What follows belongs to an exercise in optimizing a design on an open flow for small area; a production flow would make more cautious choices. RTL that was checked went through simulation tests only; none was proved equivalent to the original. Power figures rest on the tool's default switching activity, not on a simulated workload.

==> v20: inputs <==
==> flow/design.v (excerpt) <==
module mse_core (
    input  wire        clk,
    input  wire        rst,
    input  wire        cmd_valid,
    output wire        cmd_ready,
    input  wire [31:0] cmd,
    output wire        rsp_valid,
    output wire [15:0] rsp,
    output wire        rsp_err
);
export LEC_CHECK = 0
export ABC_AREA = 1
export CAP_MARGIN = 0
export CORE_MARGIN = 2
export CORE_UTILIZATION = 45
export CTS_BUF_LIST = sky130_fd_sc_hd__clkbuf_4
export PLACE_DENSITY = 0.6
export SLEW_MARGIN = 0
create_clock -name core_clock -period 40.0 [get_ports {clk}]
standard.sh (not shown) runs the stock make flow with config.mk's settings and CLKGATE_MAP_FILE= SYNTH_SCRIPT=/design/flow/synth_recipe.tcl, a recipe that flattens the netlist after the stock synthesis.
==> flow/flow/run.sh <==
#!/bin/bash
# The standard layout (standard.sh), with three changes in how it is made:
#  - ABC maps the logic for area (flow/abc_area.script replaces ORFS's area script;
#    registers are untouched, so they keep the standard synthesis's names and cells);
#  - CTS without dummy loads, clustered onto clkbuf_8 leaf buffers;
#  - port buffers made with the smallest buffer.
# Every ORFS step writes its own log under orfs/logs; make's output goes to flow_make.log.
set -euo pipefail
rm -rf scripts_local
cp -r "$FLOW_HOME/scripts" scripts_local
cp flow/abc_area.script scripts_local/abc_area.script
export SCRIPTS_DIR="$PWD/scripts_local"
export CTS_ARGS="-sink_clustering_enable -repair_clock_nets -dont_use_dummy_load -buf_list sky130_fd_sc_hd__clkbuf_8 -sink_clustering_size 16 -sink_clustering_max_diameter 60"
export BUFFER_PORTS_ARGS="-buffer_cell sky130_fd_sc_hd__buf_1"
bash standard.sh > flow_make.log 2>&1
==> flow/flow/abc_area.script <==
strash
dch
map -a
amap
==> v30 (differences from v20) <==
--- a/flow/design.v
+++ b/flow/design.v
@@ -22,46 +22,33 @@
             if (uge15(u, neg ? 15'(k * 2520 - 1) : 15'(k * 2520))) lvl = 4'(k);
     end
     assign code = {neg, lvl};
 endmodule
 module mse_qlevel (
     input  wire [4:0]  code,
-    output reg  [15:0] q
+    output wire [15:0] q
 );
+    reg [15:0] l, lm;
     always @* begin
-        case (code)
-            5'd0: q = 16'h0000;
-            5'd1: q = 16'h04C1;
-            5'd2: q = 16'h09CB;
-            5'd3: q = 16'h0F23;
-            5'd4: q = 16'h14CB;
-            5'd5: q = 16'h1AC9;
-            5'd6: q = 16'h2123;
-            5'd7: q = 16'h27DD;
-            5'd8: q = 16'h2EFD;
-            5'd9: q = 16'h368B;
-            5'd10: q = 16'h3E8B;
-            5'd11: q = 16'h4705;
-            5'd12: q = 16'h5000;
-            5'd16: q = 16'h0000;
-            5'd17: q = 16'hFB3F;
-            5'd18: q = 16'hF635;
-            5'd19: q = 16'hF0DD;
-            5'd20: q = 16'hEB35;
-            5'd21: q = 16'hE537;
-            5'd22: q = 16'hDEDD;
-            5'd23: q = 16'hD823;
-            5'd24: q = 16'hD103;
-            5'd25: q = 16'hC975;
-            5'd26: q = 16'hC175;
-            5'd27: q = 16'hB8FB;
-            5'd28: q = 16'hB000;
-            5'd13, 5'd14, 5'd15: q = 16'h5000;
-            default: q = 16'hB000;
+        case (code[3:0])
+            4'd0: begin l = 16'd0; lm = 16'hFFFF; end
+            4'd1: begin l = 16'd1217; lm = 16'h04C0; end
+            4'd2: begin l = 16'd2507; lm = 16'h09CA; end
+            4'd3: begin l = 16'd3875; lm = 16'h0F22; end
+            4'd4: begin l = 16'd5323; lm = 16'h14CA; end
+            4'd5: begin l = 16'd6857; lm = 16'h1AC8; end
+            4'd6: begin l = 16'd8483; lm = 16'h2122; end
+            4'd7: begin l = 16'd10205; lm = 16'h27DC; end
+            4'd8: begin l = 16'd12029; lm = 16'h2EFC; end
+            4'd9: begin l = 16'd13963; lm = 16'h368A; end
+            4'd10: begin l = 16'd16011; lm = 16'h3E8A; end
+            4'd11: begin l = 16'd18181; lm = 16'h4704; end
+            default: begin l = 16'd20480; lm = 16'd20479; end
         endcase
     end
+    assign q = code[4] ? ~lm : l;
 endmodule
 module mse_core (
     input  wire        clk,
     input  wire        rst,
     input  wire        cmd_valid,
     output wire        cmd_ready,
@@ -95,13 +82,12 @@
                      OP_SETPAR = 4'h4, OP_CPYPAR = 4'h5, OP_PROC = 4'h6,
                      OP_BUF = 4'h7, OP_CFG = 4'h8, OP_QNT = 4'h9,
                      OP_LEDF = 4'hA, OP_LEDN = 4'hB;
     localparam [2:0] RT_ZERO = 3'd0, RT_ERR = 3'd1, RT_QNT = 3'd2, RT_LEDF = 3'd3,
                      RT_LEDN = 3'd4, RT_PROC = 3'd5;
     logic [15:0][15:0] r;         
-    logic [15:0]       rf;        
     logic [3:0]        ph;        
     logic [15:0]       q0, q1, q2, q3;    
     logic [2:0]        func;
     logic              mode;
     logic [3:0]        idx;       
     logic [1:0]        fs;        
@@ -192,12 +178,14 @@
     endfunction
     wire       is_cd  = is_bm & ~is_bab;
     wire [3:0] cm1    = is_pal ? c4 : {1'b0, bcm1};
     wire [3:0] x0     = uge({12'd0, cm1}, {12'd0, idx}) ? idx : 4'd0;
     wire       a1     = is_bm ? (is_cd & g2r & fs[0]) : g1r;
     wire [3:0] n1     = (x0 == cm1) ? 4'd0 : inc4(x0);
+    logic [15:0] rf;      
+    always_comb for (int i = 0; i < 16; i++) rf[i] = r[i][5];
     wire [3:0] y1     = a1 ? ((is_bm & flag_of(rf, n1, ph)) ? 4'd0 : n1) : x0;
     logic [1:0] b_fr;
     always_comb begin
         b_fr = fs;
         if (g2r) begin
             if (is_bb) b_fr = (fs == 2'd0) ? 2'd1 : (fs == 2'd1) ? 2'd2 : 2'd0;
@@ -252,33 +240,39 @@
             if (clr) hw = 16'd0;
             if (bmcfg && stb_now) begin
                 if (ph[3:2] == 2'd3) begin
                     n_chg[ph[1:0]] = slot_ok & ((clr ? 16'd0 : r[0]) != wk);
                     if (slot_ok) hw = wk;
                 end else if (ph[3:2] == bframe && chg[ph[1:0]]) begin
-                    hw = wk;
+                    hw = {10'd0, wflag, wcode};
                 end
             end
             if (proc_ring & is_pal) hw = v2;
         end
     end
-    wire hflag = hw[15] & (hw[14:10] == 5'd0) & (~hw[9] | (hw[8:0] == 9'd0));
     wire done  = (cnt[4] | (cnt == 5'd16)) & (~bmcfg | (stb_now & (ph == 4'd11)));
     assign rsp_valid = busy & (proc_ring ? (ph == tgt) : (cnt == 5'd16));
     assign rsp_err   = (rt == RT_ERR);
-    wire [4:0]  qc_raw;
-    mse_quantizer u_qnt (.raw((rt == RT_QNT) ? cb0 : r[0]), .code(qc_raw));
-    wire [4:0]  qc    = {qc_raw[4] ^ (is_bm & ~is_bab & fs[0] & (rt == RT_PROC)), qc_raw[3:0]};
-    wire [4:0]  qsel  = (rt == RT_LEDN) ? lq : qc;
+    wire [4:0]  wcode;
+    mse_quantizer u_qnt (.raw((rt == RT_QNT) ? cb0 : wk), .code(wcode));
+    wire        wflag = wk[15] & (wk[14:10] == 5'd0) & (~wk[9] | (wk[8:0] == 9'd0));
+    wire [4:0]  qc    = {r[0][4] ^ (~is_bab & fs[0]), r[0][3:0]};
+    wire [4:0]  qsel  = (rt == RT_LEDN) ? lq : ((rt == RT_QNT) ? wcode : qc);
     wire [15:0] qv;
     mse_qlevel u_qlv (.code(qsel), .q(qv));
     wire [2:0]  rs   = idx[2:0];
     wire [15:0] rz_e = cnt[0] ? p0 : p1;
-    wire [21:0] rz_y = radd({6'd0, rz_e}, {4'd0, rz_e, 2'd0}, 1'b0);
-    wire [21:0] rz_z = radd({6'd0, rz_y[15:0]}, {4'd0, rz_y[15:0], 2'd0}, 1'b0);
-    wire [2:0]  rz_d = rs[2] ? rz_z[18:16] : rz_y[18:16];
+    function automatic [2:0] dig5(input [15:0] v);
+        if      (uge(v, 16'd52429)) dig5 = 3'd4;
+        else if (uge(v, 16'd39322)) dig5 = 3'd3;
+        else if (uge(v, 16'd26215)) dig5 = 3'd2;
+        else if (uge(v, 16'd13108)) dig5 = 3'd1;
+        else                        dig5 = 3'd0;
+    endfunction
+    wire [21:0] rz_y = radd({6'd0, rz_e}, {4'd0, rz_e, 2'd0}, 1'b0);    
+    wire [2:0]  rz_d = dig5(rs[2] ? rz_y[15:0] : rz_e);
     logic [3:0] rz_sub;
     always_comb begin
         if (cnt[0]) begin    
             case (rz_d)
                 3'd0:    rz_sub = 4'b0000;
                 3'd1:    rz_sub = 4'b1000;
@@ -333,13 +327,12 @@
         endcase
     end
     assign rsp = rsp_v;
     always_ff @(posedge clk) begin
         ph <= inc4(ph);
         r  <= {hw, r[15:1]};
-        rf <= {hflag, rf[15:1]};
     end
     wire par_clr = rst | (run & (eop == OP_INIT));
     wire ld_sp   = run & (eop == OP_SETPAR);
     wire ld_cp   = run & (eop == OP_CPYPAR) & cp_act;
     wire ld0 = (ld_sp & (fa[1:0] == 2'd0)) | ld_cp;
     wire ld1 = (ld_sp & (fa[1:0] == 2'd1)) | (ld_cp & (cp_nm1 != 2'd0));
==> flow/flow/run.sh (replaced) <==
#!/bin/bash
# The standard layout (standard.sh), with three changes in how it is made:
#  - ABC maps the logic for area with amap (flow/abc_area.script replaces ORFS's area script;
#    registers are untouched, so they keep the standard synthesis's names and cells);
#  - CTS without dummy loads, clustered onto clkbuf_4 leaf buffers;
#  - port buffers made with the smallest buffer.
# Every ORFS step writes its own log under orfs/logs; make's output goes to flow_make.log.
set -euo pipefail
rm -rf scripts_local
cp -r "$FLOW_HOME/scripts" scripts_local
cp flow/abc_area.script scripts_local/abc_area.script
export SCRIPTS_DIR="$PWD/scripts_local"
export CTS_ARGS="-sink_clustering_enable -repair_clock_nets -dont_use_dummy_load -buf_list sky130_fd_sc_hd__clkbuf_4 -sink_clustering_size 10 -sink_clustering_max_diameter 40"
export BUFFER_PORTS_ARGS="-buffer_cell sky130_fd_sc_hd__buf_1"
bash standard.sh > flow_make.log 2>&1
==> flow/flow/abc_area.script (replaced) <==
strash
dch
amap
strash
dch
amap
strash
dch
amap
Settings changed: CAP_MARGIN 0 to 10, CORE_UTILIZATION 45 to 55, CTS_BUF_LIST sky130_fd_sc_hd__clkbuf_4 to unset, PLACE_DENSITY 0.6 to 0.7, SLEW_MARGIN 0 to 10.
==> comparison table <==
Logic gate share of total power: v30 11.7%; v20 16.3%
Net count of the finished layout: v30 2408; v20 2411
P_sw: v30 199 uW; v20 234 uW
Fraction of final layout cells with drive strength greater than 1: v30 4.65%; v20 4.05%
Final cell utilization of the core: v30 60.5%; v20 49.7%
Final RePlAce weighted congestion: v30 1.03; v20 0.970
First-pass GRT wire length: v30 107 mm; v20 100 mm
Register-to-register path setup slack: v30 24.11 ns; v20 23.88 ns
Post-synthesis share of cell area spent on xor and xnor gates: v30 0.0899%; v20 0%
Arrival time of data at the critical path endpoint: v30 29.83 ns; v20 28.38 ns
Worst relative slew slack: v30 13.2%; v20 25.5%
Sequential Power Share: v30 62.3%; v20 57.9%
Run status: v30 finished clean; v20 finished clean
Register area share after synthesis: v30 46.4%; v20 46.6%
Fraction of met1 tracks used by global routing: v30 53.1%; v20 41.6%
Critical path depth in cells: v30 96; v20 97
Total number of placement rows: v30 68; v20 77
Number of cells in the design after placement: v30 2633; v20 2774
For v20, only the layout was checked, not whether the RTL still works.

==> port drivers added, routing unchanged <==
In the flow no input, the clock included, has a driving cell. The finished layouts below were timed again as built, in two steps.
Step 1: set_driving_cell puts a clkbuf_16 on clk and a buf_2 on each other input, an assumption about the parent block.
Step 2 moves the port delays by t, midway between the first and last clock arrival at a register: inputs arrive t later, outputs are due t later. That takes back most of the time a late clock gives input paths.
Three values: no drivers, after step 1, after step 2; two values: the first two.
| run | t, ns | setup WS [ns] | worst register clock-pin slew, ns |
|---|---|---|---|
| v20 | 0.641 | 3.616 / 3.562 / 4.202 | 0.10 / 0.10 |
| v30 | 0.820 | 2.165 / 2.114 / 2.934 | 0.11 / 0.11 |
After both steps setup and hold are still met in every run listed.
